Source: an optimization exercise on an open RTL-to-GDS flow (aim: small area, a short achievable clock period and few clock cycles per item). Production flows keep margins and buffers that such runs may drop. In this exercise RTL edits were held to simulation tests only and were not proved equivalent to the original. No activity file was given, so power comes from the tool's default toggle rates.

File: flow/flow/area.abc
strash
balance -l
resub -K 6 -l
rewrite -l
resub -K 6 -N 2 -l
refactor -l
resub -K 8 -l
balance -l
resub -K 8 -N 2 -l
rewrite -l
resub -K 10 -l
rewrite -z -l
resub -K 10 -N 2 -l
balance -l
resub -K 12 -l
refactor -z -l
resub -K 12 -N 2 -l
rewrite -z -l
balance -l
&get -n
&st
&synch2
&dch -f
&nf -R 1000
&put
topo
File: flow/design.v
module casio_tdiv #(
    parameter STEPS = 1,
    parameter S1 = 6, parameter S2 = 10, parameter S3 = 14
) (
    input  wire        clk,
    input  wire        rst,
    input  wire        start,
    input  wire [15:0] adj_new,
    input  wire [15:0] adj,
    output wire        busy,
    output wire        busy_n,           
    output wire [19:0] t_mag,            
    output wire [1:0]  cls_n             
);
    localparam [4:0] C0 = (20 + STEPS - 1) / STEPS;
    localparam [4:0] C1 = (20 - S1 + STEPS - 1) / STEPS;
    localparam [4:0] C2 = (20 - S2 + STEPS - 1) / STEPS;
    localparam [4:0] C3 = (20 - S3 + STEPS - 1) / STEPS;
    reg [19:0] nq;
    reg [14:0] rem;
    reg [4:0]  cnt;
    reg [1:0]  cls;
    wire        neg = adj[15];
    wire [16:0] opd = {1'b1, adj ^ {16{~neg}}};
    reg [19:0] nq_s;
    reg [15:0] sh;
    reg [16:0] dif;
    reg [14:0] rem_s;
    integer    j;
    always @* begin
        nq_s  = nq;
        rem_s = rem;
        for (j = 0; j < STEPS; j = j + 1) begin
            sh  = {rem_s, nq_s[19]};
            dif = {1'b0, sh} + opd + {16'd0, ~neg};
            nq_s = {nq_s[18:0], ~dif[16]};
            rem_s = dif[16] ? sh[14:0] : dif[14:0];
        end
    end
    wire [19:0] num = {~adj_new[15], {6{adj_new[15]}}, adj_new[14:2]};
    wire [15:0] mg  = adj_new ^ {16{adj_new[15]}};     
    wire ge3 = mg[14:S3] != 0;
    wire ge2 = mg[14:S2] != 0;
    wire ge1 = mg[14:S1] != 0;
    assign cls_n  = start ? (ge3 ? 2'd3 : ge2 ? 2'd2 : ge1 ? 2'd1 : 2'd0) : cls;
    assign busy   = (cnt != 5'd0);
    assign busy_n = start | (cnt > 5'd1);
    assign t_mag  = nq;
    always @(posedge clk) begin
        if (rst) begin
            cnt <= 5'd0;
        end else if (start) begin
            cnt <= ge3 ? C3 : ge2 ? C2 : ge1 ? C1 : C0;
        end else if (busy) begin
            cnt <= cnt - 5'd1;
        end
        cls <= cls_n;
        if (start) begin
            if (ge3) begin
                nq  <= num << S3;
                rem <= num >> (20 - S3);
            end else if (ge2) begin
                nq  <= num << S2;
                rem <= num >> (20 - S2);
            end else if (ge1) begin
                nq  <= num << S1;
                rem <= num >> (20 - S1);
            end else begin
                nq  <= num;
                rem <= 15'd0;
            end
        end else if (busy) begin
            nq  <= nq_s;
            rem <= rem_s;
        end
    end
endmodule
module casio_arbiter (
    input  wire [127:0] act,
    input  wire [1:0]   elevel,      
    input  wire         mie,         
    input  wire         miblk,       
    output reg          sel_valid,
    output reg  [6:0]   sel,
    output reg  [1:0]   level
);
    wire       sw_any, mi_any;
    wire [5:0] sw_idx, mi_idx;
    casio_lowest u_sw (.x(act[127:64]),        .any(sw_any), .idx(sw_idx));
    casio_lowest u_mi (.x({act[63:4], 4'd0}), .any(mi_any), .idx(mi_idx));
    always @* begin
        sel_valid = 1'b1;
        sel       = 7'd0;
        level     = 2'd0;
        if (act[0]) begin
            sel   = 7'd0;
            level = 2'd0;
        end else if (sw_any) begin
            sel   = {1'b1, sw_idx};
            level = 2'd1;
        end else if (act[2]) begin
            sel   = 7'd2;
            level = 2'd3;
        end else if (act[1]) begin
            sel   = 7'd1;
            level = 2'd2;
        end else if (act[3] && elevel != 2'd3) begin
            sel   = 7'd3;
            level = 2'd2;
        end else if (mie && !miblk && !elevel[1] && mi_any) begin
            sel   = {1'b0, mi_idx};
            level = 2'd1;
        end else begin
            sel_valid = 1'b0;
        end
    end
endmodule
module casio_lowest (
    input  wire [63:0] x,
    output wire        any,
    output wire [5:0]  idx
);
    wire [31:0] a1;  wire [31:0] i1;
    wire [15:0] a2;  wire [31:0] i2;
    wire [7:0]  a3;  wire [23:0] i3;
    wire [3:0]  a4;  wire [15:0] i4;
    wire [1:0]  a5;  wire [9:0]  i5;
    genvar g;
    generate
        for (g = 0; g < 32; g = g + 1) begin : l1
            assign a1[g] = x[2*g] | x[2*g+1];
            assign i1[g] = ~x[2*g];
        end
        for (g = 0; g < 16; g = g + 1) begin : l2
            assign a2[g]       = a1[2*g] | a1[2*g+1];
            assign i2[2*g+1:2*g] = a1[2*g] ? {1'b0, i1[2*g]} : {1'b1, i1[2*g+1]};
        end
        for (g = 0; g < 8; g = g + 1) begin : l3
            assign a3[g]         = a2[2*g] | a2[2*g+1];
            assign i3[3*g+2:3*g] = a2[2*g] ? {1'b0, i2[4*g+1:4*g]} : {1'b1, i2[4*g+3:4*g+2]};
        end
        for (g = 0; g < 4; g = g + 1) begin : l4
            assign a4[g]         = a3[2*g] | a3[2*g+1];
            assign i4[4*g+3:4*g] = a3[2*g] ? {1'b0, i3[6*g+2:6*g]} : {1'b1, i3[6*g+5:6*g+3]};
        end
        for (g = 0; g < 2; g = g + 1) begin : l5
            assign a5[g]         = a4[2*g] | a4[2*g+1];
            assign i5[5*g+4:5*g] = a4[2*g] ? {1'b0, i4[8*g+3:8*g]} : {1'b1, i4[8*g+7:8*g+4]};
        end
    endgenerate
    assign any = a5[0] | a5[1];
    assign idx = a5[0] ? {1'b0, i5[4:0]} : {1'b1, i5[9:5]};
endmodule
module casio_core (
    input  wire        clk,
    input  wire        rst,             
    input  wire        cmd_valid,
    output wire        cmd_ready,
    input  wire [31:0] cmd,
    input  wire [1:0]  core_elevel,     
    input  wire        core_mie,        
    output reg         rsp_valid,
    output reg         rsp_exc,         
    output reg  [1:0]  rsp_exc_level,
    output reg  [6:0]  rsp_exc_index,
    output reg         rsp_diag,        
    output reg         rsp_step,        
    output reg         rsp_busmiss,     
    output reg  [7:0]  rsp_rdata,       
    output reg  [4:0]  rsp_ticks,       
    output reg  [7:0]  rsp_hsedge,
    output reg  [7:0]  rsp_lsedge,
    output reg  [7:0]  rsp_hsout,       
    output reg  [7:0]  rsp_lsout,       
    output reg  [1:0]  rsp_runmode,     
    output reg  [2:0]  rsp_fatal        
);
    localparam N = 21;
    localparam W = N + 1;
    localparam RUNNING = 2'd2;
    reg [127:0] act_q;
    reg [W-1:0] ie_q, irq_q;
    reg [W-1:1] len_q;
    reg         miblk_q;
    reg [1:0]   runmode_q;
    reg [7:0]   blkcon_q;
    reg [2:0]   fatal_q;
    reg [3:0]   osccfg_q;
    reg [15:0]  adj_q;
    reg [5:0]   hscnt_q;
    reg         syscnt_q;
    reg [6:0]   hssub_q;
    reg [7:0]   hsout_q;
    reg [2:0]   lscnt_q;                
    reg [1:0]   lslen_q;                
    reg [18:0]  lstc_q;                 
    reg [1:0]   lscorr_q;               
    reg [6:0]   lssub_q;
    reg [7:0]   lsout_q;
    reg         rstlsreq_q, rsthsreq_q;
    reg         rst_q;
    reg         pre_q;
    reg         x_q;
    reg         v1_q;
    reg [31:0]  c1_q;
    reg [1:0]   el1_q;
    reg         mie1_q;
    reg  rdy_q;
    assign cmd_ready = rdy_q;
    wire stall = pre_q & x_q;
    wire ex    = v1_q & ~stall;         
    wire        adj_wr;
    reg  [15:0] adj_n;
    wire        dv_busy, dv_busy_n;
    wire [19:0] t_mag;
    wire [1:0]  dv_cls_n;
    casio_tdiv u_tdiv (
        .clk(clk), .rst(rst_q), .start(adj_wr), .adj_new(adj_n), .adj(adj_q),
        .busy(dv_busy), .busy_n(dv_busy_n), .t_mag(t_mag), .cls_n(dv_cls_n)
    );
    wire t_zero = (adj_q == 16'd0);
    wire t_neg  = adj_q[15];
    wire        arb_valid;
    wire [6:0]  arb_sel;
    wire [1:0]  arb_level;
    casio_arbiter u_arb (
        .act(act_q), .elevel(el1_q), .mie(mie1_q), .miblk(miblk_q),
        .sel_valid(arb_valid), .sel(arb_sel), .level(arb_level)
    );
    wire [7:0]  op   = c1_q[31:24];
    wire [15:0] addr = c1_q[23:8];
    wire [7:0]  data = c1_q[7:0];
    wire [6:0]  idx  = c1_q[14:8];
    wire fmt_n  = (c1_q[23:0] == 24'd0);
    wire fmt_l  = (addr[15:7] == 9'd0) && (data == 8'd0);
    wire fmt_lb = (addr[15:7] == 9'd0) && (data[7:1] == 7'd0);
    wire fmt_r  = (data == 8'd0);
    wire fmt_m  = (addr == 16'd0) && (data[7:2] == 6'd0);
    wire fmt_f  = (addr == 16'd0) && (data[7:1] == 7'd0);
    wire idx_mi   = (idx >= 7'd4) && (idx <= 7'd63);
    wire idx_sw   = idx[6];
    wire idx_line = (idx >= 7'd4) && (idx <= 7'd3 + N);
    wire en = ex && (fatal_q == 3'd0);
    wire ec = en && !x_q;               
    reg [2:0] fcode;
    always @* begin
        fcode = 3'd0;
        case (op)
        8'h01, 8'h02, 8'h03, 8'h04, 8'h10, 8'h11, 8'h12, 8'h13, 8'h18, 8'h1A:
            if (!fmt_n) fcode = 3'd4;
        8'h14, 8'h19: if (!fmt_l) fcode = 3'd4; else if (!idx_mi) fcode = 3'd1;
        8'h15:        if (!fmt_l) fcode = 3'd4; else if (!idx_sw) fcode = 3'd3;
        8'h20:        if (!fmt_lb) fcode = 3'd4; else if (!idx_line) fcode = 3'd5;
        8'h21, 8'h22: if (!fmt_l) fcode = 3'd4; else if (!idx_line) fcode = 3'd5;
        8'h30: fcode = 3'd0;
        8'h31: if (!fmt_r) fcode = 3'd4;
        8'h40: if (!fmt_m || data[1:0] == 2'd3) fcode = 3'd4;
        8'h41: if (!fmt_f) fcode = 3'd4;
        default: fcode = 3'd4;
        endcase
    end
    wire go = ec && (fcode == 3'd0);
    wire o_cycle  = en && x_q;
    wire o_rst    = go && (op == 8'h02 || (op == 8'h03 && el1_q[1]));
    wire o_brk1   = go && ((op == 8'h03 && !el1_q[1]) || op == 8'h11);
    wire o_accept = go && op == 8'h04;
    wire o_r0     = go && op == 8'h10;
    wire o_r2     = go && op == 8'h12;
    wire o_r3     = go && op == 8'h13;
    wire o_set    = go && (op == 8'h14 || op == 8'h15);
    wire o_clrnmi = go && op == 8'h18;
    wire o_clr    = go && (op == 8'h19 || op == 8'h22);
    wire o_reqnmi = go && op == 8'h1A;
    wire o_len    = go && op == 8'h20;
    wire o_try    = go && op == 8'h21;
    wire o_lclr   = go && op == 8'h22;
    wire o_wr     = go && op == 8'h30;
    wire o_rd     = go && op == 8'h31;
    wire o_mode   = go && op == 8'h40;
    wire o_miblk  = go && op == 8'h41;
    wire a_osc  = (addr == 16'hF002);
    wire a_lsr  = (addr == 16'hF00A);
    wire a_hsr  = (addr == 16'hF00B);
    wire a_adj0 = (addr == 16'hF00C);
    wire a_adj1 = (addr == 16'hF00D);
    wire a_ie   = (addr[15:2] == 14'h3C04) && (addr[1:0] != 2'd3);
    wire a_irq  = (addr[15:2] == 14'h3C05) && (addr[1:0] != 2'd3);
    wire a_blk  = (addr == 16'hF028);
    wire a_hit  = a_osc | a_lsr | a_hsr | a_adj0 | a_adj1 | a_ie | a_irq | a_blk;
    wire deliver = (o_cycle | o_accept) & arb_valid;
    assign adj_wr = o_wr & (a_adj0 | a_adj1);
    wire [6:0]   ix = (x_q || op == 8'h04) ? arb_sel : idx;
    wire [7:0]   dhi = 8'd1 << ix[6:4];
    wire [15:0]  dlo = 16'd1 << ix[3:0];
    wire [127:0] hit;
    genvar g;
    generate
        for (g = 0; g < 128; g = g + 1) begin : dec
            assign hit[g] = dhi[g / 16] & dlo[g % 16];
        end
    endgenerate
    wire [W-1:0] wv_base = a_ie ? ie_q : irq_q;
    wire [W-1:0] wv = {
        addr[1:0] == 2'd2 ? data[5:0] : wv_base[21:16],
        addr[1:0] == 2'd1 ? data      : wv_base[15:8],
        addr[1:0] == 2'd0 ? data      : wv_base[7:0]};
    wire w_ie  = o_wr & a_ie;
    wire w_irq = o_wr & a_irq;
    reg [127:0] act_n;
    reg [W-1:0] ie_n, irq_n;
    reg [W-1:1] len_n;
    integer k;
    always @* begin
        ie_n  = ie_q;
        irq_n = irq_q;
        len_n = len_q;
        for (k = 0; k < 128; k = k + 1)
            act_n[k] = (act_q[k] & ~(hit[k] & (o_clr | deliver))) | (hit[k] & o_set);
        for (k = 4; k <= 3 + N; k = k + 1) begin
            if (hit[k] & o_try) begin
                irq_n[k - 3] = 1'b1;
                if (len_q[k - 3]) act_n[k] = 1'b1;
            end
            if (hit[k] & (o_lclr | deliver)) irq_n[k - 3] = 1'b0;
            if (hit[k] & o_len) len_n[k - 3] = data[0];
            if (w_irq) act_n[k] = wv[k - 3] ? (act_q[k] | len_q[k - 3]) : 1'b0;
        end
        if (hit[3] & deliver) irq_n[0] = 1'b0;
        if (o_r0) act_n[0] = 1'b1;
        if (o_brk1) act_n[1] = 1'b1;
        if (o_r2) act_n[2] = 1'b1;
        if (o_r3) act_n[3] = 1'b1;
        if (o_clrnmi) act_n[3] = 1'b0;
        if (o_reqnmi) begin
            irq_n[0] = 1'b1;
            if (ie_q[0]) act_n[3] = 1'b1;
        end
        if (w_ie) begin
            ie_n  = wv;
            len_n = wv[W-1:1];
            act_n[3] = wv[0] ? (act_q[3] | irq_q[0]) : 1'b0;
        end
        if (w_irq) begin
            irq_n = wv;
            act_n[3] = wv[0] ? (act_q[3] | ie_q[0]) : 1'b0;
        end
        if (o_rst) begin
            ie_n  = {W{1'b0}};
            irq_n = {W{1'b0}};
            len_n = {N{1'b0}};
            act_n = 128'd1;
        end
    end
    reg [5:0]  hscnt_n;
    reg        syscnt_n;
    reg [6:0]  hssub_n;
    reg [7:0]  hsout_n;
    reg [2:0]  lscnt_n;
    reg [1:0]  lslen_n;
    reg [18:0] lstc_n;
    reg [1:0]  lscorr_n;
    reg [6:0]  lssub_n;
    reg [7:0]  lsout_n;
    reg        rstlsreq_n, rsthsreq_n;
    reg        tickhs, ticksys, tickls;
    reg [7:0]  hsedge, lsedge;
    reg [19:0] lstc_i;
    reg        hs_hit;
    always @* begin
        hscnt_n    = hscnt_q;
        syscnt_n   = syscnt_q;
        hssub_n    = hssub_q;
        hsout_n    = hsout_q;
        lscnt_n    = lscnt_q;
        lslen_n    = lslen_q;
        lstc_n     = lstc_q;
        lscorr_n   = lscorr_q;
        lssub_n    = lssub_q;
        lsout_n    = lsout_q;
        rstlsreq_n = rstlsreq_q;
        rsthsreq_n = rsthsreq_q;
        tickhs  = 1'b0;
        ticksys = 1'b0;
        tickls  = 1'b0;
        hsedge  = 8'd0;
        lsedge  = 8'd0;
        lstc_i  = {1'b0, lstc_q} + 20'd1;
        case (osccfg_q[2:0])
        3'd0:    hs_hit = 1'b1;
        3'd1:    hs_hit = hscnt_q[5:1] != 5'd0 || hscnt_q[0];
        3'd2:    hs_hit = hscnt_q[5:2] != 4'd0 || &hscnt_q[1:0];
        3'd3:    hs_hit = hscnt_q[5:3] != 3'd0 || &hscnt_q[2:0];
        3'd4:    hs_hit = hscnt_q[5:4] != 2'd0 || &hscnt_q[3:0];
        3'd5:    hs_hit = hscnt_q[5]           || &hscnt_q[4:0];
        default: hs_hit = &hscnt_q[5:0];
        endcase
        if (o_cycle) begin
            rstlsreq_n = 1'b0;
            rsthsreq_n = 1'b0;
            hscnt_n = hscnt_q + 6'd1;
            if (hs_hit) begin
                tickhs   = 1'b1;
                hscnt_n  = 6'd0;
                ticksys  = syscnt_q;
                syscnt_n = ~syscnt_q;
                if (!rsthsreq_q) begin
                    hssub_n = hssub_q + 7'd1;
                    if (hssub_q == 7'd127) begin
                        hsout_n = hsout_q + 8'd1;
                        hsedge  = hsout_q & ~hsout_n;
                    end
                end
            end
            if (osccfg_q[3]) begin
                if (t_zero) begin
                    lstc_n = 19'd0;
                end else if (!dv_busy && lstc_i >= t_mag) begin
                    lscorr_n = t_neg ? 2'b01 : 2'b11;
                    lstc_n   = 19'd0;
                end else begin
                    lstc_n = lstc_i[18:0];
                end
                lscnt_n = lscnt_q + 3'd1;
                if (lscnt_q == 3'd3 + {lslen_q[1], lslen_q}) begin
                    tickls   = 1'b1;
                    lscnt_n  = 3'd0;
                    lslen_n  = lscorr_n;
                    lscorr_n = 2'b00;
                    if (!rstlsreq_q) begin
                        lssub_n = lssub_q + 7'd1;
                        if (lssub_q == 7'd127) begin
                            lsout_n = lsout_q + 8'd1;
                            lsedge  = lsout_q & ~lsout_n;
                        end
                    end
                end
            end
        end
        if (o_wr && a_lsr) begin
            lscnt_n    = 3'd0;
            lslen_n    = 2'b00;
            lstc_n     = 19'd0;
            lscorr_n   = 2'b00;
            lssub_n    = 7'd0;
            lsout_n    = 8'd0;
            rstlsreq_n = 1'b1;
        end
        if (o_wr && a_hsr) begin
            hscnt_n    = 6'd0;
            hssub_n    = 7'd0;
            hsout_n    = 8'd0;
            rsthsreq_n = 1'b1;
        end
    end
    reg [1:0] runmode_n;
    reg [7:0] rdata;
    always @* begin
        adj_n = adj_q;
        if (o_wr && a_adj0) adj_n[7:0]  = data;
        if (o_wr && a_adj1) adj_n[15:8] = data;
        runmode_n = runmode_q;
        if (o_mode) runmode_n = data[1:0];
        if (deliver) runmode_n = RUNNING;
        rdata = 8'd0;
        if (o_rd) begin
            case (addr)
            16'hF002: rdata = {4'd0, osccfg_q};
            16'hF00A: rdata = lsout_q;
            16'hF00B: rdata = hsout_q;
            16'hF00C: rdata = adj_q[7:0];
            16'hF00D: rdata = adj_q[15:8];
            16'hF010: rdata = ie_q[7:0];
            16'hF011: rdata = ie_q[15:8];
            16'hF012: rdata = {2'd0, ie_q[21:16]};
            16'hF014: rdata = irq_q[7:0];
            16'hF015: rdata = irq_q[15:8];
            16'hF016: rdata = {2'd0, irq_q[21:16]};
            16'hF028: rdata = blkcon_q;
            default:  rdata = 8'd0;
            endcase
        end
    end
    wire [2:0] fatal_n = ec ? fcode : fatal_q;
    reg near;
    always @*
        case (dv_cls_n)
        2'd3:    near = lstc_q >= 19'd13;
        2'd2:    near = lstc_q[18:4] != 15'd0;
        2'd1:    near = lstc_q[18:8] != 11'd0;
        default: near = lstc_q[18:12] != 7'd0;
        endcase
    wire pre_n  = dv_busy_n && (osccfg_q[3] || (o_wr && a_osc)) && (!t_zero || adj_wr) && near;
    wire x_n = stall ? x_q : (cmd_valid && cmd == 32'h01000000);
    always @(posedge clk) begin
        rst_q <= rst;
        if (rst_q) begin
            act_q      <= 128'd1;
            ie_q       <= {W{1'b0}};
            irq_q      <= {W{1'b0}};
            len_q      <= {N{1'b0}};
            miblk_q    <= 1'b0;
            runmode_q  <= RUNNING;
            blkcon_q   <= 8'd0;
            fatal_q    <= 3'd0;
            osccfg_q   <= 4'd0;
            adj_q      <= 16'd0;
            hscnt_q    <= 6'd0;
            syscnt_q   <= 1'b0;
            hssub_q    <= 7'd0;
            hsout_q    <= 8'd0;
            lscnt_q    <= 3'd0;
            lslen_q    <= 2'b00;
            lstc_q     <= 19'd0;
            lscorr_q   <= 2'b00;
            lssub_q    <= 7'd0;
            lsout_q    <= 8'd0;
            rstlsreq_q <= 1'b0;
            rsthsreq_q <= 1'b0;
            pre_q      <= 1'b0;
        end else begin
            act_q      <= act_n;
            ie_q       <= ie_n;
            irq_q      <= irq_n;
            len_q      <= len_n;
            if (o_miblk) miblk_q <= data[0];
            runmode_q  <= runmode_n;
            if (o_wr && a_blk) blkcon_q <= data;
            fatal_q    <= fatal_n;
            if (o_wr && a_osc) osccfg_q <= data[3:0];
            adj_q      <= adj_n;
            hscnt_q    <= hscnt_n;
            syscnt_q   <= syscnt_n;
            hssub_q    <= hssub_n;
            hsout_q    <= hsout_n;
            lscnt_q    <= lscnt_n;
            lslen_q    <= lslen_n;
            lstc_q     <= lstc_n;
            lscorr_q   <= lscorr_n;
            lssub_q    <= lssub_n;
            lsout_q    <= lsout_n;
            rstlsreq_q <= rstlsreq_n;
            rsthsreq_q <= rsthsreq_n;
            pre_q      <= pre_n;
        end
        if (rst) begin
            rsp_valid <= 1'b0;
            v1_q      <= 1'b0;
            x_q       <= 1'b0;
            rdy_q     <= 1'b1;
        end else begin
            rsp_valid <= ex;
            if (!stall) begin
                v1_q <= cmd_valid;
            end
            x_q   <= x_n;
            rdy_q <= ~(pre_n & ~rst_q & x_n);
        end
        c1_q <= cmd;
        if (!stall) begin
            el1_q  <= core_elevel;
            mie1_q <= core_mie;
        end
    end
    always @(posedge clk) begin
        rsp_exc       <= deliver;
        rsp_exc_level <= deliver ? arb_level : 2'd0;
        rsp_exc_index <= deliver ? arb_sel : 7'd0;
        rsp_diag      <= deliver && arb_sel[6] && el1_q[1];
        rsp_step      <= (runmode_n == RUNNING) && ticksys;
        rsp_busmiss   <= (o_wr || o_rd) && !a_hit;
        rsp_rdata     <= rdata;
        rsp_ticks     <= o_cycle ? {rstlsreq_q, rsthsreq_q, tickls, ticksys, tickhs} : 5'd0;
        rsp_hsedge    <= hsedge;
        rsp_lsedge    <= lsedge;
        rsp_hsout     <= hsout_n;
        rsp_lsout     <= lsout_n;
        rsp_runmode   <= runmode_n;
        rsp_fatal     <= fatal_n;
    end
endmodule
File: flow/flow/run.sh
#!/bin/bash
set -euo pipefail
here=$(pwd)
export OWN_ABC_SCRIPT="$here/flow/area.abc"
export BUFFER_PORTS_ARGS="-buffer_cell sky130_fd_sc_hd__buf_2"
export CTS_ARGS="-sink_clustering_enable -repair_clock_nets -dont_use_dummy_load"
sed "s#SYNTH_SCRIPT=[^ ]*#SYNTH_SCRIPT=$here/flow/synth.tcl#" standard.sh > own_standard.sh
grep -q "SYNTH_SCRIPT=$here/flow/synth.tcl" own_standard.sh
bash own_standard.sh > standard_flow.log 2>&1
File: flow/flow/synth.tcl
proc synth {args} { yosys synth -nofsm -noshare {*}$args }
proc abc {args} {
  set i [lsearch -exact $args -script]
  if { $i >= 0 } { lset args [expr { $i + 1 }] $::env(OWN_ABC_SCRIPT) }
  yosys abc {*}$args
}
source $::env(SCRIPTS_DIR)/synth.tcl
# left out here: clear keep_hierarchy, flatten, clean up, hide names made inside functions, write 1_2_yosys.v
File: flow/config.mk
export PLATFORM = sky130hd
export DESIGN_NAME = casio_core
export DESIGN_NICKNAME = casio_core
export VERILOG_FILES = /design/flow/design.v
export SDC_FILE = /design/flow/constraint.sdc
export NUM_CORES = 4
export LEC_CHECK = 0
export CAP_MARGIN = 20
export CORE_MARGIN = 2
export CORE_UTILIZATION = 40
export PLACE_DENSITY = 0.6
export SLEW_MARGIN = 20
File: flow/constraint.sdc
create_clock -name core_clock -period 42.0 [get_ports {clk}]
set_input_delay 8.4000 -clock core_clock [delete_from_list [all_inputs] [get_ports {clk}]]
set_output_delay 8.4000 -clock core_clock [all_outputs]
set_load 0.01 [all_outputs]
File: flow/standard.sh
#!/bin/bash
# synth_recipe.tcl (not shown) runs the flow's synth.tcl, then flattens the netlist and writes it again
# the make line also repeats each setting of config.mk as NAME=value (left out here)
make -C /OpenROAD-flow-scripts/flow DESIGN_CONFIG=/design/flow/config.mk WORK_HOME=/design/flow/orfs CLKGATE_MAP_FILE= SYNTH_SCRIPT=/design/flow/synth_recipe.tcl "${@:-finish}"
==> results of run 1 <==
[worst min path at each step]
stage | start | end | slack [ns] | cells after the start
after CTS | blkcon_q[0] | blkcon_q[0] | 0.45 | 2
after global routing | blkcon_q[1] | blkcon_q[1] | 0.47 | 2
after global placement | blkcon_q[6] | blkcon_q[6] | 0.44 | 2
after floorplan | fatal_q[2] | rsp_fatal[2] | 0.42 | 1
final | blkcon_q[4] | blkcon_q[4] | 0.45 | 2
after detailed placement | blkcon_q[0] | blkcon_q[0] | 0.45 | 2
[worst max-delay path: stages]
cell	delay, ns
buf_2	0.11
nor4_1	0.87
nand4_1	0.34
nor4b_1	0.34
nand4_1	0.14
a21oi_1	0.22
nand2_1	0.08
[Yosys cell counts, types with 4 or more instances]
master / number
nor4_1: 69
o2111ai_1: 4
nand4_1: 20
and3_1: 23
ha_1: 65
nand2_1: 389
nand2b_1: 15
a31oi_1: 14
a22o_1: 9
and4_1: 8
or4_1: 4
xnor2_1: 39
or3_1: 30
nor2b_1: 32
o22ai_1: 6
o211ai_1: 33
nor3_1: 65
a21boi_0: 4
nand3_1: 57
dfxtp_1: 400
and2_0: 28
clkinv_1: 62
nor3b_1: 6
o21a_1: 5
xor2_1: 14
a21oi_1: 361
mux2i_1: 40
a21o_1: 20
nor2_1: 336
or2_0: 14
a22oi_1: 40
a222oi_1: 12
mux2_1: 6
o311ai_0: 4
o31ai_1: 13
a221oi_1: 8
edfxtp_1: 38
a211oi_1: 6
o21ai_0: 288
nor4b_1: 7
[kinds of logic after synthesis]
family | Yosys count | share of synthesized area (%)
simple gates | 1109 | 24.0
compound gates | 844 | 22.8
flops | 438 | 43.7
fa+ha+maj | 66 | 3.98
buf+inv | 62 | 1.11
xor+xnor | 53 | 2.22
mux | 46 | 2.23
[report_power, final]
part / internal (mW) / total [mW] / leakage (nW) / switching, mW
Clock: 0.207 / 0.371 / 0.616 / 0.164
Combinational: 0.0561 / 0.145 / 4.50 / 0.0888
Sequential: 0.459 / 0.474 / 3.61 / 0.0152
[per-stage QoR]
stage                     instance area [um^2]  cells  worst slack [ns]  util (%)  power, mW
after CTS                                23900   3488             31.81      46.4      0.994
after global routing                     24000   3490             31.80      46.5       1.03
after detailed placement                 22700   3438             31.21      44.0      0.624
after floorplan                          20900   2618             32.36         -      0.583
after global placement                   22600   3436             31.26      43.9      0.619
final                                    24000   3490             31.94      46.5      0.990
[cell type report]
cell class	count	share of cell area, %
inverter	62	0.972
sequential	438	38.2
timing repair buffer	142	3.48
tap	680	3.55
clock buffer	50	5.22
multi-input combinational	2118	48.6
[sequential cells by signal, summed over array words and instances (netlist names), 14 cells and up, named ones only]
name	count
irq_q	22
ie_q	22
act_q	128
u_tdiv.rem	15
adj_q	14
lstc_q	19
u_tdiv.nq	20
len_q	21
c1_q	32
[per-layer routing]
layer / wire length, um / global-route usage, % / part of all wire, % / vias up
li1: - / - / - / 9912
met1: 33000 / 37.8 / 43 / 10000
met2: 33500 / 43.0 / 44 / 1056
met3: 6970 / 4.64 / 9.1 / 206
met4: 3170 / 11.1 / 4.1 / 2
met5: 16 / 0 / 0.021 / -
[placed cells by master (no fill, tap or decap), drive strengths merged, types with 9 or more instances in the layout]
| master | instances |
|---|---|
| dfxtp | 400 |
| edfxtp | 38 |
| o31ai | 13 |
| nand2 | 389 |
| and3 | 23 |
| nand4 | 20 |
| or2 | 14 |
| a22oi | 40 |
| a222oi | 12 |
| nand2b | 15 |
| nand3 | 57 |
| buf | 142 |
| or3 | 30 |
| nor4 | 69 |
| clkbuf | 50 |
| o211ai | 33 |
| clkinv | 62 |
| nor2b | 32 |
| a21o | 20 |
| a21oi | 361 |
| xor2 | 14 |
| xnor2 | 39 |
| o21ai | 288 |
| mux2i | 40 |
| a22o | 9 |
| ha | 65 |
| nor3 | 65 |
| nor2 | 336 |
| and2 | 28 |
| a31oi | 14 |
==> run_results.csv, run 1 <==
group,metric,value,unit
worst_setup_path,r2r_start,"c1_q[4]",
clock_tree,cts_resized,0,
cells_and_area,nets,2916,
clock_tree,holdBufCountCts,0,
worst_hold_path,hold_class,"reg -> reg",
global_route,grt_overflow_total,0,
floorplan,core-area,0.0515,mm^2
clock_tree,cts_sinks,438,
route,drt_iter0_drc,2488,
sta,finalHoldViolations,0,
global_route,grt_pass1_wl,116,mm
cells_and_area,drive_gt1_share,7.44,%
yosys,avgSynthCellArea,8.00,um^2
pwr,ir_worst_vdd,0.0290,mV
clock_tree,clkLatencyLatePin,0.60,ns
yosys,ys_seq_elements,438,
clock_tree,cts_tree,"done",
sta,slew_headroom,20.1,%
yosys,yosysTopAreaCell,"dfxtp_1",
yosys,synth_edf_count,38,
floorplan,rows,83,
worst_setup_path,path_class,"in -> reg",
yosys,synth.area.top_cells,"dfxtp_1 (38%), a21oi_1 (8.6%), nand2_1 (7.0%)",
worst_setup_path,cp.required,42.43,ns
worst_setup_path,reg2reg_depth,24,
status,status,"finished clean",
pwr,powerDensity,41.3,mW/mm^2
floorplan,start_util,40.7,%
global_route,antenna_found_initial,2,
yosys,ys_seq_area_share,43.7,%
sta,rsz0062_at_grt,"false",
worst_setup_path,startpoint,"cmd[4]",
yosys,synth.distinct_cells,55,
cells_and_area,synthToLayoutAreaGrowth,14.3,%
sta,period_needed,10.06,ns
pwr,leakage,8.73,nW
route,vias_per_cell,6.08,
floorplan,die-area,0.0542,mm^2
global_route,grt.total_usage,27.6,%
cells_and_area,final.fill_count,5169,
worst_setup_path,crit_fanout,2,
yosys,synth-main-ff-cell,"dfxtp_1",
clock_tree,clk_path_buf_depth,3,
place,place_congestion,0.914,
yosys,syn-num-nets,2722,
yosys,synth_warnings,3,
worst_setup_path,worstPathArrival,10.49,ns
worst_setup_path,reg2reg_to,"rdy_q",
clock_tree,cts_buffers,50,
floorplan,die_h,233,um
clock_tree,clockRootBuffer,"clkbuf_16",
clock_tree,clkTransAtPathRegs,0.06,ns
flow_run,drv_cap,0,
floorplan,io_pins,103,
worst_setup_path,crit_end,"rdy_q",
route,totalWireLength,76.6,mm
cells_and_area,seq_area,0.00915,mm^2
sta,worst_pin_slew,1.19,ns
worst_setup_path,rrSetupSlack,34.65,ns
route,drt_first_pass_iters,8,
clock_tree,post_cts_buffers,0,
yosys,synth_top_area_share,38.2,%
global_route,grt_pass1_vias,19700,
route,drtAntennaViolNets,0,
yosys,synth_area,0.0209,mm^2
sta,finalSetupTns,0,ns
sta,post-route-period-util,24.0,%
yosys,synthArstFlopShare,0,%
sta,setup_viol,0,
route,route.detailed.drc,0,
cells_and_area,diodes,0,
worst_setup_path,start_kind,"primary input",
sta,max_freq,0.0994,GHz
sta,whs,0.454,ns
route,vias,21200,
cells_and_area,multi_input_area,0.0116,mm^2
floorplan,die_w,233,um
clock_tree,h-tree-depth,2,
global_route,grt_max_degree,104,
route,wl_per_cell,21.9,um
yosys,postSynthCellCount,2618,
place,place_hpwl,52.8,mm
sta,skew,0.0441,ns
place,port_buffers,102,
sta,drv_slew,0,
worst_setup_path,end_kind,"register",
Testbench counts, summed over its fixed seeds: cycles 32,648, items 32,000.
==> run 2, diff against run 1 <==
--- a/flow/design.v
+++ b/flow/design.v
@@ -201,6 +201,7 @@
     reg         rst_q;
     reg         pre_q;
     reg         x_q;
+    reg         bad_q;
     reg         v1_q;
     reg [31:0]  c1_q;
     reg [1:0]   el1_q;
@@ -260,7 +261,7 @@
         endcase
     end
     wire go = ec && (fcode == 3'd0);
-    wire o_cycle  = en && x_q;
+    wire o_cycle  = en && x_q && !bad_q;
     wire o_rst    = go && (op == 8'h02 || (op == 8'h03 && el1_q[1]));
     wire o_brk1   = go && ((op == 8'h03 && !el1_q[1]) || op == 8'h11);
     wire o_accept = go && op == 8'h04;
@@ -480,7 +481,7 @@
             endcase
         end
     end
-    wire [2:0] fatal_n = ec ? fcode : fatal_q;
+    wire [2:0] fatal_n = ec ? fcode : (en && bad_q) ? 3'd4 : fatal_q;
     reg near;
     always @*
         case (dv_cls_n)
@@ -490,7 +491,8 @@
         default: near = lstc_q[18:12] != 7'd0;
         endcase
     wire pre_n  = dv_busy_n && (osccfg_q[3] || (o_wr && a_osc)) && (!t_zero || adj_wr) && near;
-    wire x_n = stall ? x_q : (cmd_valid && cmd == 32'h01000000);
+    wire x_n   = stall ? x_q : (cmd_valid && cmd[31:24] == 8'h01);
+    wire bad_n = stall ? bad_q : (cmd[23:0] != 24'd0);
     always @(posedge clk) begin
         rst_q <= rst;
         if (rst_q) begin
@@ -555,7 +557,8 @@
             x_q   <= x_n;
             rdy_q <= ~(pre_n & ~rst_q & x_n);
         end
-        c1_q <= cmd;
+        c1_q  <= cmd;
+        bad_q <= bad_n;
         if (!stall) begin
             el1_q  <= core_elevel;
             mie1_q <= core_mie;
==> flow/flow/run.sh (replaced) <==
#!/bin/bash
set -euo pipefail
here=$(pwd)
export REF_SYNTH_TCL="$here/synth_recipe.tcl"
export OWN_ABC_SCRIPT="$here/flow/area.abc"
export BUFFER_PORTS_ARGS="-buffer_cell sky130_fd_sc_hd__buf_2"
export CTS_ARGS="-sink_clustering_enable -repair_clock_nets -dont_use_dummy_load -sink_buffer_max_cap_derate 0.05 -buf_list {sky130_fd_sc_hd__clkbuf_8}"
sed "s#SYNTH_SCRIPT=[^ ]*#SYNTH_SCRIPT=$here/flow/synth.tcl#" standard.sh > own_standard.sh
grep -q "SYNTH_SCRIPT=$here/flow/synth.tcl" own_standard.sh
bash own_standard.sh > standard_flow.log 2>&1
--- a/flow/flow/area.abc
+++ b/flow/flow/area.abc
@@ -19,7 +19,7 @@
 balance -l
 &get -n
 &st
-&synch2
+&deepsyn -T 60
 &dch -f
 &nf -R 1000
 &put
==> flow/flow/synth.tcl (replaced) <==
source $::env(REF_SYNTH_TCL)

set net $::env(RESULTS_DIR)/1_2_yosys.v
file copy -force $net $::env(RESULTS_DIR)/1_2_yosys_ref.v
design -reset
foreach lib $::env(LIB_FILES) { yosys read_liberty -ignore_miss_func $lib }
foreach c [list dfxtp_1 edfxtp_1 dfrtp_1 dfstp_1 dfxbp_1 dfrtn_1 conb_1] {
  catch { yosys blackbox sky130_fd_sc_hd__$c }
}
yosys read_verilog $::env(RESULTS_DIR)/1_2_yosys_ref.v
yosys hierarchy -top $::env(DESIGN_NAME)
yosys flatten
yosys opt_clean
yosys opt -fast
set i [lsearch -exact $abc_args -script]
lset abc_args [expr { $i + 1 }] $::env(OWN_ABC_SCRIPT)
yosys abc {*}$abc_args
yosys setundef -zero
yosys splitnets
yosys opt_clean -purge
yosys hilomap -singleton -hicell {*}$::env(TIEHI_CELL_AND_PORT) -locell {*}$::env(TIELO_CELL_AND_PORT)
yosys insbuf -buf {*}$::env(MIN_BUF_CELL_AND_PORTS)
yosys tee -o $::env(REPORTS_DIR)/synth_stat_remap.txt stat {*}$lib_args
yosys write_verilog -noattr -nohex -nodec $net
==> run_results.csv, run 2 <==
group,metric,value,unit
cells_and_area,top_regs,"act_q x128, c1_q x32",
route,vias_per_cell,6.13,
yosys,avgSynthCellArea,8.30,um^2
clock_tree,cts_resized,0,
floorplan,die_w,223,um
worst_setup_path,rrSetupSlack,34.46,ns
pwr,power_frac_clock,40.4,%
worst_hold_path,hold_class,"reg -> reg",
route,drt_first_pass_iters,9,
floorplan,die-area,0.0499,mm^2
sta,drv_slew,0,
sta,finalSetupTns,0,ns
worst_hold_path,min_to,"rsp_ticks[3]",
place,port_buffers,102,
route,wl_per_cell,21.9,um
yosys,synth_area,0.0193,mm^2
clock_tree,h-tree-depth,3,
route,totalWireLength,68.7,mm
sta,post-route-period-util,22.7,%
worst_setup_path,cpMaxStageDelayCell,"dfxtp_1",
clock_tree,holdBufCountCts,0,
cells_and_area,mostFrequentLayoutCell,"dfxtp_1",
floorplan,start_util,40.4,%
place,place_hpwl,49.0,mm
worst_setup_path,end_kind,"output port",
worst_setup_path,path_class,"reg -> out",
sta,worst_pin_slew,1.24,ns
cells_and_area,largest_register_ffs,128,
clock_tree,clk_path_buf_depth,3,
pwr,ir_worst_vdd,0.0249,mV
clock_tree,cts_tree,"done",
place,place_congestion,0.961,
worst_setup_path,r2r_start,"c1_q[24]",
pwr,powerDensity,35.8,mW/mm^2
route,vias,19300,
worst_setup_path,start_kind,"register",
yosys,syn-num-nets,2359,
flow_run,drv_cap,0,
sta,fin_ws,32.48,ns
worst_setup_path,worst-path-buf-inv,1,
clock_tree,cts_sinks,439,
clock_tree,clockRootBuffer,"clkbuf_8",
sta,finalHoldViolations,0,
pwr,leakage,8.15,nW
worst_setup_path,cp_slowest_stage_delay,0.31,ns
worst_setup_path,path_delay_family,"flip-flops",
worst_hold_path,holdCritStartpoint,"rsthsreq_q",
pwr,p_int,0.590,mW
global_route,grt_max_degree,40,
global_route,grt.total_usage,26.9,%
floorplan,die_h,223,um
pwr,netSwitchingFraction,24.5,%
worst_setup_path,worstPathArrival,1.12,ns
global_route,grt_pass1_vias,17800,
sta,whs,0.458,ns
yosys,postSynthCellCount,2321,
pwr,power.switching,0.192,mW
sta,slew_headroom,17.3,%
cells_and_area,fin_util,45.8,%
worst_setup_path,reg2reg_to,"rdy_q",
cells_and_area,drive_gt1_share,8.38,%
status,status,"finished clean",
sta,skew,0.112,ns
clock_tree,post_cts_buffers,0,
worst_setup_path,path_cells,"buf_2",
route,route.detailed.drc,0,
cells_and_area,nets,2570,
worst_hold_path,hold-path-cell-count,2,
worst_setup_path,reg2reg_depth,20,
clock_tree,cts_buffers,75,
cells_and_area,final_cell_mix,"dfxtp_1 (400), o21ai_0 (371), nor2_1 (309), nand2_1 (247), a21oi_1 (176)",
pwr,power_frac_seq,54.9,%
clock_tree,clkTransAtPathRegs,0.06,ns
clock_tree,clkLatencyLatePin,0.68,ns
cells_and_area,synthToLayoutAreaGrowth,13.3,%
floorplan,core-area,0.0476,mm^2
place,dp_slack,31.99,ns
pwr,finalPower,0.782,mW
sta,period_needed,9.52,ns
sta,setup_viol,0,
global_route,grt_pass1_wl,104,mm
worst_setup_path,cp.required,33.60,ns
yosys,synth_warnings,3,
floorplan,rows,80,
sta,max_freq,0.105,GHz
sta,rsz0062_at_grt,"false",
cells_and_area,final.fill_count,4777,
cells_and_area,regMostFlops,"act_q",
pwr,combPwrFrac,4.7,%
global_route,antenna_found_initial,3,
global_route,grt_overflow_total,0,
route,drt_iter0_drc,2401,
route,drtAntennaViolNets,0,
worst_setup_path,crit_fanout,1,
floorplan,io_pins,103,
## run 2: power groups by stage
stage / Sequential [mW] / Clock, mW / Combinational (mW)
floorplan: 0.437 / 0 / 0.0168
global placement: 0.438 / 0 / 0.0348
detailed placement: 0.438 / 0 / 0.0350
CTS: 0.429 / 0.320 / 0.0351
global route: 0.429 / 0.338 / 0.0385
finish: 0.429 / 0.316 / 0.0371
## run 2: routing by layer
metal  wire length, um  track usage, %
met1             28800            36.2
met2             29800            41.0
met3              6780            5.76
met4              3290            13.2
met5                21               0
## run 2: final cells by class
| type | count | area [um^2] | share of cell area (%) |
|---|---|---|---|
| Antenna cell | 1 | 2.50 | 0.0115 |
| Sequential cell | 439 | 9180 | 42.1 |
| Inverter | 46 | 173 | 0.791 |
| Tap cell | 615 | 769 | 3.53 |
| Multi-Input combinational cell | 1836 | 9920 | 45.5 |
| Timing Repair Buffer | 134 | 751 | 3.44 |
| Clock buffer | 75 | 1030 | 4.73 |
## run 2: worst max-delay path by stage
stage | start | to | slack, ns | cells after the start
floorplan | cmd[18] | bad_q | 32.85 | 3
finish | rsp_exc | rsp_exc | 32.48 | 1
global placement | cmd[18] | bad_q | 32.07 | 4
CTS | rsp_exc | rsp_exc | 32.44 | 1
detailed placement | cmd[18] | bad_q | 31.99 | 4
global route | rsp_runmode[1] | rsp_runmode[1] | 32.44 | 1
## run 2: metrics by stage
stage                     instances  area (um^2)
after global placement         3070        20800
after CTS                      3145        21800
after floorplan                2321        19300
after detailed placement       3070        20800
after global routing           3146        21800
final                          3146        21800
Testbench counts of run 2, summed over its fixed seeds: cycles 32,648, items 32,000.
==> run 3, diff against run 2 <==
==> flow/flow/run.sh (replaced) <==
#!/bin/bash
set -euo pipefail
here=$(pwd)
export REF_SYNTH_TCL="$here/synth_recipe.tcl"
export OWN_ABC_SCRIPT="$here/flow/area.abc"
export BUFFER_PORTS_ARGS="-buffer_cell sky130_fd_sc_hd__buf_2"
export CTS_ARGS="-sink_clustering_enable -repair_clock_nets -dont_use_dummy_load -sink_clustering_size 15 -sink_clustering_max_diameter 80"
sed "s#SYNTH_SCRIPT=[^ ]*#SYNTH_SCRIPT=$here/flow/synth.tcl#" standard.sh > own_standard.sh
grep -q "SYNTH_SCRIPT=$here/flow/synth.tcl" own_standard.sh
bash own_standard.sh > standard_flow.log 2>&1
==> run_results.csv, run 3 <==
group,metric,value,unit
cells_and_area,regMostFlops,"act_q",
global_route,grt_pass1_wl,104,mm
floorplan,die_w,223,um
sta,slew_headroom,22.8,%
floorplan,core-area,0.0476,mm^2
global_route,grt_overflow_total,0,
worst_setup_path,startpoint,"rsp_runmode[0]",
route,route.detailed.drc,0,
clock_tree,cts_tree,"done",
route,vias_per_cell,6.14,
clock_tree,cts_buffers,36,
floorplan,io_pins,103,
worst_setup_path,reg2reg_depth,20,
sta,worst_pin_slew,1.16,ns
worst_setup_path,path_class,"reg -> out",
global_route,antenna_found_initial,3,
floorplan,start_util,40.4,%
worst_setup_path,worst-path-buf-inv,1,
floorplan,rows,80,
sta,setup_viol,0,
flow_run,drv_cap,0,
worst_hold_path,hold-path-cell-count,2,
clock_tree,clkLatencyLatePin,0.58,ns
clock_tree,post_cts_buffers,0,
sta,skew,0.0928,ns
worst_hold_path,holdCritStartpoint,"rsthsreq_q",
clock_tree,cts_sinks,439,
global_route,grt_pass1_vias,17500,
pwr,powerDensity,35.3,mW/mm^2
cells_and_area,nets,2532,
clock_tree,cts_resized,0,
route,vias,19100,
cells_and_area,fin_util,45.5,%
worst_setup_path,cp_slowest_stage_delay,0.34,ns
sta,finalHoldViolations,0,
place,place_hpwl,49.0,mm
cells_and_area,mostFrequentLayoutCell,"dfxtp_1",
floorplan,die_h,223,um
route,wl_per_cell,22.0,um
worst_setup_path,worstPathArrival,1.06,ns
pwr,ir_worst_vdd,0.0237,mV
yosys,avgSynthCellArea,8.30,um^2
worst_setup_path,rrSetupSlack,34.46,ns
sta,finalSetupTns,0,ns
worst_setup_path,end_kind,"output port",
sta,rsz0062_at_grt,"false",
cells_and_area,synthToLayoutAreaGrowth,12.7,%
worst_setup_path,start_kind,"register",
cells_and_area,top_regs,"act_q x128, c1_q x32",
sta,whs,0.459,ns
worst_setup_path,crit_fanout,1,
cells_and_area,largest_register_ffs,128,
status,status,"finished clean",
sta,period_needed,9.46,ns
sta,post-route-period-util,22.5,%
worst_hold_path,hold_class,"reg -> reg",
route,drt_first_pass_iters,6,
worst_setup_path,r2r_start,"c1_q[24]",
pwr,finalPower,0.767,mW
route,totalWireLength,68.3,mm
place,placed_cells,3070,
yosys,synth_warnings,3,
yosys,postSynthCellCount,2321,
cells_and_area,finalNonFillerCells,3107,
route,drt_iter0_drc,2335,
sta,drv_slew,0,
sta,max_freq,0.106,GHz
worst_setup_path,cp.required,33.60,ns
global_route,grt.total_usage,26.6,%
worst_setup_path,path_delay_family,"flip-flops",
worst_setup_path,reg2reg_to,"rdy_q",
pwr,leakage,8.06,nW
place,place_congestion,0.961,
worst_setup_path,cpMaxStageDelayCell,"dfxtp_1",
clock_tree,clkTransAtPathRegs,0.07,ns
yosys,synth_area,0.0193,mm^2
floorplan,die-area,0.0499,mm^2
place,port_buffers,102,
clock_tree,holdBufCountCts,0,
clock_tree,h-tree-depth,2,
route,drtAntennaViolNets,0,
yosys,syn-num-nets,2359,
clock_tree,clk_path_buf_depth,3,
cells_and_area,drive_gt1_share,6.98,%
clock_tree,clockRootBuffer,"clkbuf_16",
worst_hold_path,min_to,"rsp_ticks[3]",
global_route,grt_max_degree,40,
cells_and_area,final_cell_mix,"dfxtp_1 (400), o21ai_0 (371), nor2_1 (309), nand2_1 (247), a21oi_1 (176)",
cells_and_area,diodes,0,
worst_setup_path,path_cells,"buf_2",
## run 3: changes by cell type in the layout (fill, tap and decap cells not counted), sizes merged
cell and change:
buf +1, diode -1, clkbuf -39
## run 3: worst max path at each step
| stage | to | slack, ns | depth (start not counted) |
|---|---|---|---|
| 5_1_grt | rsp_runmode[0] | 32.53 | 1 |
| 6_report | rsp_runmode[0] | 32.54 | 1 |
| 2_1_floorplan | bad_q | 32.85 | 3 |
| 3_5_place_dp | bad_q | 31.99 | 4 |
| 4_1_cts | rsp_runmode[0] | 32.54 | 1 |
| 3_3_place_gp | bad_q | 32.07 | 4 |
## run 3: per-layer routing
| metal | track usage [%] | up-vias | part of all wire [%] |
|---|---|---|---|
| met4 | 11.6 | 6 | 4.5 |
| met5 | 0 | - | 0.041 |
| met3 | 4.94 | 192 | 9.2 |
| met2 | 41.0 | 938 | 44 |
| met1 | 36.4 | 9059 | 42 |
| li1 | - | 8885 | - |
## run 3: cell type report
| type | count | area [um^2] |
|---|---|---|
| multi-input combinational | 1836 | 9920 |
| fill | 4770 | 25900 |
| sequential | 439 | 9180 |
| inverter | 46 | 173 |
| clock buffer | 36 | 901 |
| timing repair buffer | 135 | 758 |
| tap | 615 | 769 |
## run 3: worst min-delay path, stage by stage, from the launching register on
cell	delay [ns]
dfxtp_1	0.31
clkinv_1	0.06
nor2_1	0.04
## run 3: where the power goes
group / internal (mW) / switching, mW / total [mW] / leakage [nW]
combinational: 0.00826 / 0.0288 / 0.0371 / 4.03
clock: 0.151 / 0.150 / 0.302 / 0.444
sequential: 0.424 / 0.00422 / 0.428 / 3.59
total: 0.584 / 0.183 / 0.767 / 8.06
## run 3: stage by stage
stage	setup WS, ns	cell area [um^2]
global placement	32.07	20800
finish	32.54	21700
CTS	32.54	21700
global route	32.53	21700
detailed placement	31.99	20800
floorplan	32.85	19300
==> run 4, diff against run 3 <==
==> flow/flow/run.sh (replaced) <==
#!/bin/bash
set -euo pipefail
here=$(pwd)
export REF_SYNTH_TCL="$here/synth_recipe.tcl"
export OWN_ABC_SCRIPT="$here/flow/area.abc"
export BUFFER_PORTS_ARGS="-buffer_cell sky130_fd_sc_hd__buf_2"
export CTS_ARGS="-sink_clustering_enable -repair_clock_nets -dont_use_dummy_load"
sed "s#SYNTH_SCRIPT=[^ ]*#SYNTH_SCRIPT=$here/flow/synth.tcl#" standard.sh > own_standard.sh
grep -q "SYNTH_SCRIPT=$here/flow/synth.tcl" own_standard.sh
bash own_standard.sh > standard_flow.log 2>&1
==> run_results.csv, run 4 <==
group,metric,value,unit
sta,rsz0062_at_grt,"false",
worst_setup_path,path_depth,1,
place,port_buffers,102,
route,drt_first_pass_iters,5,
pwr,leakage,8.19,nW
clock_tree,clockRootBuffer,"clkbuf_16",
pwr,p_int,0.628,mW
pwr,finalPower,0.821,mW
pwr,power_frac_seq,52.2,%
route,drtAntennaViolNets,0,
route,route.detailed.drc,0,
worst_setup_path,worstPathArrival,1.08,ns
cells_and_area,diodes,0,
route,vias_per_cell,6.13,
clock_tree,cts_tree,"done",
yosys,postSynthCellCount,2321,
worst_hold_path,hold-path-cell-count,2,
yosys,synth_warnings,3,
floorplan,die_w,223,um
worst_setup_path,path_class,"reg -> out",
worst_setup_path,cpMaxStageDelayCell,"dfxtp_1",
worst_setup_path,cp.required,33.60,ns
floorplan,io_pins,103,
pwr,combPwrFrac,4.5,%
pwr,power_frac_clock,43.3,%
worst_setup_path,cp_slowest_stage_delay,0.33,ns
route,vias,19100,
cells_and_area,drive_gt1_share,7.35,%
clock_tree,cts_resized,0,
sta,finalHoldViolations,0,
sta,period_needed,9.48,ns
sta,slew_headroom,14.4,%
route,totalWireLength,68.4,mm
floorplan,die-area,0.0499,mm^2
clock_tree,clk_path_buf_depth,3,
cells_and_area,top_regs,"act_q x128, c1_q x32",
sta,finalSetupTns,0,ns
floorplan,core-area,0.0476,mm^2
cells_and_area,mostFrequentLayoutCell,"dfxtp_1",
cells_and_area,largest_register_ffs,128,
global_route,grt.total_usage,26.6,%
cells_and_area,regMostFlops,"act_q",
flow_run,drv_cap,0,
worst_setup_path,reg2reg_depth,20,
clock_tree,cts_sinks,439,
clock_tree,cts_buffers,47,
worst_setup_path,worst-path-buf-inv,1,
clock_tree,post_cts_buffers,0,
clock_tree,h-tree-depth,2,
pwr,power.switching,0.193,mW
global_route,grt_overflow_total,0,
global_route,grt_pass1_vias,17600,
status,status,"finished clean",
clock_tree,holdBufCountCts,0,
global_route,antenna_found_initial,3,
worst_setup_path,crit_fanout,1,
clock_tree,clkLatencyLatePin,0.60,ns
worst_setup_path,end_kind,"output port",
global_route,grt_max_degree,40,
pwr,ir_worst_vdd,0.0337,mV
place,place_hpwl,49.0,mm
cells_and_area,fin_util,46.1,%
cells_and_area,final.fill_count,4734,
cells_and_area,synthToLayoutAreaGrowth,14.1,%
yosys,avgSynthCellArea,8.30,um^2
sta,skew,0.0655,ns
floorplan,start_util,40.4,%
pwr,powerDensity,37.4,mW/mm^2
worst_hold_path,hold_class,"reg -> reg",
sta,post-route-period-util,22.6,%
worst_setup_path,path_delay_family,"flip-flops",
clock_tree,clkTransAtPathRegs,0.06,ns
sta,worst_pin_slew,1.28,ns
sta,max_freq,0.106,GHz
sta,drv_slew,0,
worst_setup_path,path_cells,"buf_2",
pwr,netSwitchingFraction,23.5,%
floorplan,rows,80,
route,wl_per_cell,21.9,um
place,place_congestion,0.961,
yosys,synth_area,0.0193,mm^2
yosys,syn-num-nets,2359,
global_route,grt_pass1_wl,104,mm
worst_setup_path,start_kind,"register",
cells_and_area,nets,2542,
cells_and_area,final_cell_mix,"dfxtp_1 (400), o21ai_0 (371), nor2_1 (309), nand2_1 (247), a21oi_1 (176)",
floorplan,die_h,223,um
sta,setup_viol,0,
route,drt_iter0_drc,2321,
==> run 4: layout make-up <==
class,instances,area (um^2),share of cell area [%]
timing repair buffer,134,751,3.42
sequential,439,9180,41.8
inverter,46,173,0.786
multi-input combinational,1836,9920,45.2
tap,615,769,3.50
clock buffer,47,1180,5.35
==> run 4: power groups by stage <==
stage / registers [mW] / clock network (mW) / logic [mW]
detailed placement: 0.438 / 0 / 0.0350
floorplan: 0.437 / 0 / 0.0168
global placement: 0.438 / 0 / 0.0348
global route: 0.429 / 0.374 / 0.0385
finish: 0.429 / 0.355 / 0.0370
CTS: 0.429 / 0.359 / 0.0351
==> run 4: stage by stage <==
| stage | area (um^2) | cells | hold WS [ns] | setup slack [ns] |
|---|---|---|---|---|
| floorplan | 19300 | 2321 | 0.414 | 32.85 |
| global placement | 20800 | 3070 | 0.436 | 32.07 |
| detailed placement | 20800 | 3070 | 0.443 | 31.99 |
| CTS | 22000 | 3117 | 0.452 | 32.51 |
| global route | 22000 | 3117 | 0.455 | 32.50 |
| finish | 22000 | 3117 | 0.456 | 32.52 |
==> run 4: metal layers <==
layer	share of wire [%]	GRT usage, %
met5	0.053	0
met4	4.9	11.8
met3	9.6	5.56
met2	43	40.8
met1	42	36.2
==> run 4: worst paths after layout <==
check | start | endpoint | slack, ns
worst min-delay path | ie_q[20] | ie_q[20] | 0.46
worst max register to register | c1_q[24] | rdy_q | 34.40
worst min register to register | ie_q[20] | ie_q[20] | 0.46
worst max-delay path | rsp_runmode[0] | rsp_runmode[0] | 32.52
==> run 5, diff against run 4 <==
==> flow/flow/run.sh (replaced) <==
#!/bin/bash
set -euo pipefail
here=$(pwd)
export REF_SYNTH_TCL="$here/synth_recipe.tcl"
export OWN_ABC_SCRIPT="$here/flow/area.abc"
export BUFFER_PORTS_ARGS="-buffer_cell sky130_fd_sc_hd__buf_2"
export CTS_ARGS="-sink_clustering_enable -repair_clock_nets -dont_use_dummy_load -sink_clustering_size 20 -sink_clustering_max_diameter 100"
sed "s#SYNTH_SCRIPT=[^ ]*#SYNTH_SCRIPT=$here/flow/synth.tcl#" standard.sh > own_standard.sh
grep -q "SYNTH_SCRIPT=$here/flow/synth.tcl" own_standard.sh
bash own_standard.sh > standard_flow.log 2>&1
==> run_results.csv, run 5 <==
group,metric,value,unit
cells_and_area,drive_gt1_share,6.57,%
sta,period_needed,9.45,ns
global_route,grt_max_degree,40,
clock_tree,clkTransAtPathRegs,0.09,ns
sta,post-route-period-util,22.5,%
global_route,grt.total_usage,26.3,%
worst_setup_path,cp_slowest_stage_delay,0.32,ns
worst_setup_path,crit_fanout,1,
route,vias,19000,
global_route,grt_pass1_vias,17400,
cells_and_area,regMostFlops,"act_q",
clock_tree,h-tree-depth,1,
sta,slew_headroom,16.7,%
route,vias_per_cell,6.13,
clock_tree,clk_path_buf_depth,3,
yosys,synth_warnings,3,
sta,whs,0.460,ns
worst_hold_path,holdCritStartpoint,"ie_q[20]",
clock_tree,clkLatencyLatePin,0.60,ns
route,wl_per_cell,21.9,um
sta,rsz0062_at_grt,"false",
worst_hold_path,min_to,"ie_q[20]",
worst_hold_path,hold_class,"reg -> reg",
yosys,syn-num-nets,2359,
clock_tree,cts_tree,"done",
cells_and_area,final_cell_mix,"dfxtp_1 (400), o21ai_0 (371), nor2_1 (309), nand2_1 (247), a21oi_1 (176)",
place,place_congestion,0.961,
clock_tree,cts_resized,0,
worst_setup_path,rrSetupSlack,34.48,ns
global_route,grt_overflow_total,0,
route,drt_first_pass_iters,8,
clock_tree,holdBufCountCts,0,
worst_setup_path,worst-path-buf-inv,1,
floorplan,rows,80,
yosys,avgSynthCellArea,8.30,um^2
clock_tree,post_cts_buffers,0,
sta,finalHoldViolations,0,
floorplan,core-area,0.0476,mm^2
worst_hold_path,hold-path-cell-count,2,
cells_and_area,diodes,0,
sta,skew,0.108,ns
cells_and_area,top_regs,"act_q x128, c1_q x32",
worst_setup_path,worstPathArrival,1.05,ns
pwr,powerDensity,33.2,mW/mm^2
worst_setup_path,path_class,"reg -> out",
worst_setup_path,end_kind,"output port",
worst_setup_path,r2r_start,"c1_q[24]",
pwr,ir_worst_vdd,0.0190,mV
status,status,"finished clean",
global_route,grt_pass1_wl,103,mm
pwr,leakage,7.93,nW
route,drt_iter0_drc,2292,
worst_setup_path,reg2reg_depth,20,
route,totalWireLength,67.8,mm
place,place_hpwl,49.0,mm
sta,worst_pin_slew,1.25,ns
clock_tree,clockRootBuffer,"clkbuf_16",
yosys,postSynthCellCount,2321,
worst_setup_path,cpMaxStageDelayCell,"dfxtp_1",
cells_and_area,largest_register_ffs,128,
floorplan,die_h,223,um
place,port_buffers,102,
flow_run,drv_cap,0,
sta,finalSetupTns,0,ns
floorplan,io_pins,103,
floorplan,start_util,40.4,%
cells_and_area,nets,2521,
floorplan,die_w,223,um
sta,drv_slew,0,
yosys,synth_area,0.0193,mm^2
worst_setup_path,reg2reg_to,"rdy_q",
route,drtAntennaViolNets,0,
clock_tree,cts_buffers,26,
worst_setup_path,path_delay_family,"flip-flops",
global_route,antenna_found_initial,3,
worst_setup_path,path_cells,"buf_2",
clock_tree,cts_sinks,439,
place,placed_cells,3070,
cells_and_area,mostFrequentLayoutCell,"dfxtp_1",
worst_setup_path,start_kind,"register",
sta,max_freq,0.106,GHz
floorplan,die-area,0.0499,mm^2
route,route.detailed.drc,0,
cells_and_area,synthToLayoutAreaGrowth,11.3,%
sta,setup_viol,0,
cells_and_area,finalNonFillerCells,3096,
worst_setup_path,cp.required,33.60,ns
run 5: changes by cell type in the layout (fill, tap and decap cells not counted), sizes merged:
| cell | before | now |
|---|---|---|
| clkbuf | 47 | 26 |
run 5: report_power, final:
| part | leakage, nW | switching [mW] | internal (mW) |
|---|---|---|---|
| combinational | 4.02 | 0.0288 | 0.00818 |
| sequential | 3.59 | 0.00419 | 0.424 |
| clock | 0.320 | 0.138 | 0.110 |
run 5: final cells by class:
| type | count | area, um^2 |
|---|---|---|
| Fill cell | 4791 | 26200 |
| Timing Repair Buffer | 134 | 751 |
| Tap cell | 615 | 769 |
| Multi-Input combinational cell | 1836 | 9920 |
| Inverter | 46 | 173 |
| Sequential cell | 439 | 9180 |
| Clock buffer | 26 | 651 |
run 5: stage by stage:
step	total power [mW]	utilization, %	area (um^2)	setup slack (ns)
after detailed placement	0.473	43.6	20800	31.99
after floorplan	0.453	-	19300	32.85
after global routing	0.733	45.0	21400	32.51
after CTS	0.715	45.0	21400	32.53
after global placement	0.473	43.6	20800	32.07
final	0.713	45.0	21400	32.55
run 5: how the worst max path moves through the flow:
stage | from | to | slack [ns] | cells after the start
floorplan | cmd[18] | bad_q | 32.85 | 3
global placement | cmd[18] | bad_q | 32.07 | 4
detailed placement | cmd[18] | bad_q | 31.99 | 4
CTS | rsp_exc | rsp_exc | 32.53 | 1
global route | rsp_exc | rsp_exc | 32.51 | 1
finish | rsp_exc | rsp_exc | 32.55 | 1
run 5: routing by layer:
metal | up-vias | global-route usage, % | part of all wire (%)
met5 | - | 0 | 0.053
met4 | 6 | 10.8 | 4.2
met3 | 167 | 4.78 | 9.3
met2 | 931 | 40.9 | 44
met1 | 9021 | 36.0 | 43
li1 | 8865 | - | -
==> run 6, diff against run 5 <==
--- a/flow/design.v
+++ b/flow/design.v
@@ -170,10 +170,10 @@
     output reg  [4:0]  rsp_ticks,       
     output reg  [7:0]  rsp_hsedge,
     output reg  [7:0]  rsp_lsedge,
-    output reg  [7:0]  rsp_hsout,       
-    output reg  [7:0]  rsp_lsout,       
-    output reg  [1:0]  rsp_runmode,     
-    output reg  [2:0]  rsp_fatal        
+    output wire [7:0]  rsp_hsout,       
+    output wire [7:0]  rsp_lsout,       
+    output wire [1:0]  rsp_runmode,     
+    output wire [2:0]  rsp_fatal        
 );
     localparam N = 21;
     localparam W = N + 1;
@@ -197,6 +197,10 @@
     reg [1:0]   lscorr_q;               
     reg [6:0]   lssub_q;
     reg [7:0]   lsout_q;
+    assign rsp_hsout   = hsout_q;
+    assign rsp_lsout   = lsout_q;
+    assign rsp_runmode = runmode_q;
+    assign rsp_fatal   = fatal_q;
     reg         rstlsreq_q, rsthsreq_q;
     reg         rst_q;
     reg         pre_q;
@@ -575,9 +579,5 @@
         rsp_ticks     <= o_cycle ? {rstlsreq_q, rsthsreq_q, tickls, ticksys, tickhs} : 5'd0;
         rsp_hsedge    <= hsedge;
         rsp_lsedge    <= lsedge;
-        rsp_hsout     <= hsout_n;
-        rsp_lsout     <= lsout_n;
-        rsp_runmode   <= runmode_n;
-        rsp_fatal     <= fatal_n;
     end
 endmodule
==> run_results.csv, run 6 <==
group,metric,value,unit
clock_tree,clkTransAtPathRegs,0.09,ns
worst_setup_path,cp.required,33.60,ns
route,route.detailed.drc,0,
sta,period_needed,9.54,ns
cells_and_area,mostFrequentLayoutCell,"dfxtp_1",
sta,setup_viol,0,
clock_tree,cts_resized,0,
clock_tree,cts_tree,"done",
worst_setup_path,worst-path-buf-inv,1,
sta,finalHoldViolations,0,
worst_setup_path,path_delay_family,"flip-flops",
cells_and_area,largest_register_ffs,128,
worst_hold_path,hold_class,"reg -> reg",
sta,drv_slew,0,
route,drt_first_pass_iters,5,
clock_tree,clkLatencyLatePin,0.58,ns
worst_setup_path,crit_fanout,4,
yosys,syn-num-nets,2292,
pwr,ir_worst_vdd,0.0342,mV
floorplan,die-area,0.0484,mm^2
sta,max_freq,0.105,GHz
sta,finalSetupTns,0,ns
cells_and_area,final_cell_mix,"dfxtp_1 (379), o21ai_0 (362), nor2_1 (292), nand2_1 (252), a21oi_1 (146)",
route,wl_per_cell,22.5,um
pwr,leakage,7.54,nW
floorplan,core-area,0.0463,mm^2
worst_setup_path,cp_slowest_stage_delay,0.42,ns
yosys,postSynthCellCount,2254,
yosys,synth_warnings,3,
route,totalWireLength,67.4,mm
clock_tree,cts_sinks,418,
floorplan,start_util,40.3,%
worst_setup_path,rrSetupSlack,35.22,ns
clock_tree,cts_buffers,24,
global_route,grt_overflow_total,0,
floorplan,io_pins,103,
yosys,synth_area,0.0186,mm^2
cells_and_area,drive_gt1_share,7.02,%
cells_and_area,fin_util,44.7,%
route,vias_per_cell,6.14,
sta,post-route-period-util,22.7,%
sta,worst_pin_slew,1.23,ns
pwr,power.switching,0.164,mW
clock_tree,h-tree-depth,1,
place,port_buffers,102,
pwr,power_frac_seq,60.2,%
cells_and_area,top_regs,"act_q x128, c1_q x32",
cells_and_area,regMostFlops,"act_q",
pwr,finalPower,0.676,mW
global_route,grt_max_degree,44,
cells_and_area,synthToLayoutAreaGrowth,10.8,%
floorplan,die_h,220,um
worst_setup_path,worstPathArrival,1.14,ns
global_route,grt_pass1_wl,101,mm
worst_setup_path,r2r_start,"u_tdiv.nq[19]",
floorplan,rows,79,
status,status,"finished clean",
pwr,powerDensity,32.7,mW/mm^2
place,place_congestion,0.947,
worst_setup_path,path_cells,"buf_2",
worst_setup_path,startpoint,"hsout_q[4]",
clock_tree,clockRootBuffer,"clkbuf_16",
route,drt_iter0_drc,1944,
cells_and_area,diodes,0,
flow_run,drv_cap,0,
sta,skew,0.0281,ns
sta,rsz0062_at_grt,"false",
global_route,antenna_found_initial,1,
pwr,netSwitchingFraction,24.2,%
clock_tree,clk_path_buf_depth,3,
clock_tree,post_cts_buffers,0,
route,wl_met1,27.9,mm
route,vias,18400,
route,met2_length,30.9,mm
pwr,combPwrFrac,4.9,%
worst_setup_path,start_kind,"register",
sta,slew_headroom,17.4,%
global_route,grt_pass1_vias,16900,
cells_and_area,nets,2433,
pwr,p_int,0.513,mW
route,top_layer,"met4",
route,routed-wl-met3,4.58,mm
worst_hold_path,holdCritStartpoint,"len_q[19]",
clock_tree,holdBufCountCts,0,
worst_setup_path,end_kind,"output port",
route,drtAntennaViolNets,0,
worst_setup_path,cpMaxStageDelayCell,"dfxtp_1",
floorplan,die_w,220,um
global_route,grt.total_usage,27.2,%
place,place_hpwl,49.6,mm
yosys,avgSynthCellArea,8.27,um^2
worst_setup_path,path_class,"reg -> out",
pwr,power_frac_clock,34.9,%
## run 6: cell type report
type,count,area (um^2)
tap,607,759
sequential,418,8760
timing repair buffer,136,766
multi-input combinational,1770,9600
inverter,45,169
clock buffer,24,601
fill,4612,25600
## run 6: through the flow
stage / worst slack [ns] / cells / hold WS (ns) / instance area, um^2
finish: 32.46 / 3000 / 0.450 / 20700
global route: 32.42 / 3000 / 0.463 / 20700
CTS: 32.45 / 3000 / 0.445 / 20600
detailed placement: 32.48 / 2976 / 0.439 / 20000
global placement: 32.49 / 2975 / 0.424 / 20000
floorplan: 32.85 / 2254 / 0.415 / 18600
## run 6: power by group through the flow
| stage | Sequential [mW] | Combinational [mW] | Clock (mW) |
|---|---|---|---|
| 2_1_floorplan | 0.416 | 0.0151 | 0 |
| 3_3_place_gp | 0.416 | 0.0316 | 0 |
| 3_5_place_dp | 0.416 | 0.0319 | 0 |
| 4_1_cts | 0.407 | 0.0321 | 0.240 |
| 5_1_grt | 0.407 | 0.0350 | 0.253 |
| 6_report | 0.407 | 0.0334 | 0.236 |
## run 6: worst paths after layout
check	end	depth (start not counted)
hold reg to reg	act_q[22]	2
setup / recovery	rsp_hsout[4]	1
hold / removal	act_q[22]	2
setup reg to reg	u_tdiv.rem[6]	34
## run 6: per-layer routing
layer	GRT usage, %	up-vias
met1	34.6	8806
met4	15.5	0
li1	-	8624
met3	3.26	186
met5	0	-
met2	44.6	813
Testbench counts of run 6, summed over its fixed seeds: cycles 32,648, items 32,000.

afterwards: timing with drivers on the ports:
The results above use ideal ports. As a check the final layouts listed here were re-extracted and re-timed, cells and wires unchanged. Step 1 sets driving cells, clkbuf_16 on the clock port and buf_2 on the other inputs (assumed; they add their load-dependent delay and slew). Step 2, shift: input delay + t, output delay - t, t = (earliest + latest rising clock arrival at the registers) / 2. This alone moves slack from input paths to output paths. Three values: ideal, step 1, step 2; two values: the first two.
| run | shift t [ns] | slack for setup (ns) |
|---|---|---|
| run 1 | 0.635 | 31.939 / 31.976 / 31.341 |
| run 2 | 0.673 | 32.481 / 32.426 / 32.060 |
| run 3 | 0.594 | 32.543 / 32.486 / 32.111 |
| run 4 | 0.626 | 32.524 / 32.466 / 32.089 |
| run 5 | 0.604 | 32.553 / 32.496 / 32.104 |
| run 6 | 0.624 | 32.463 / 32.405 / 32.495 |
After both steps setup and hold are still met in every run listed.
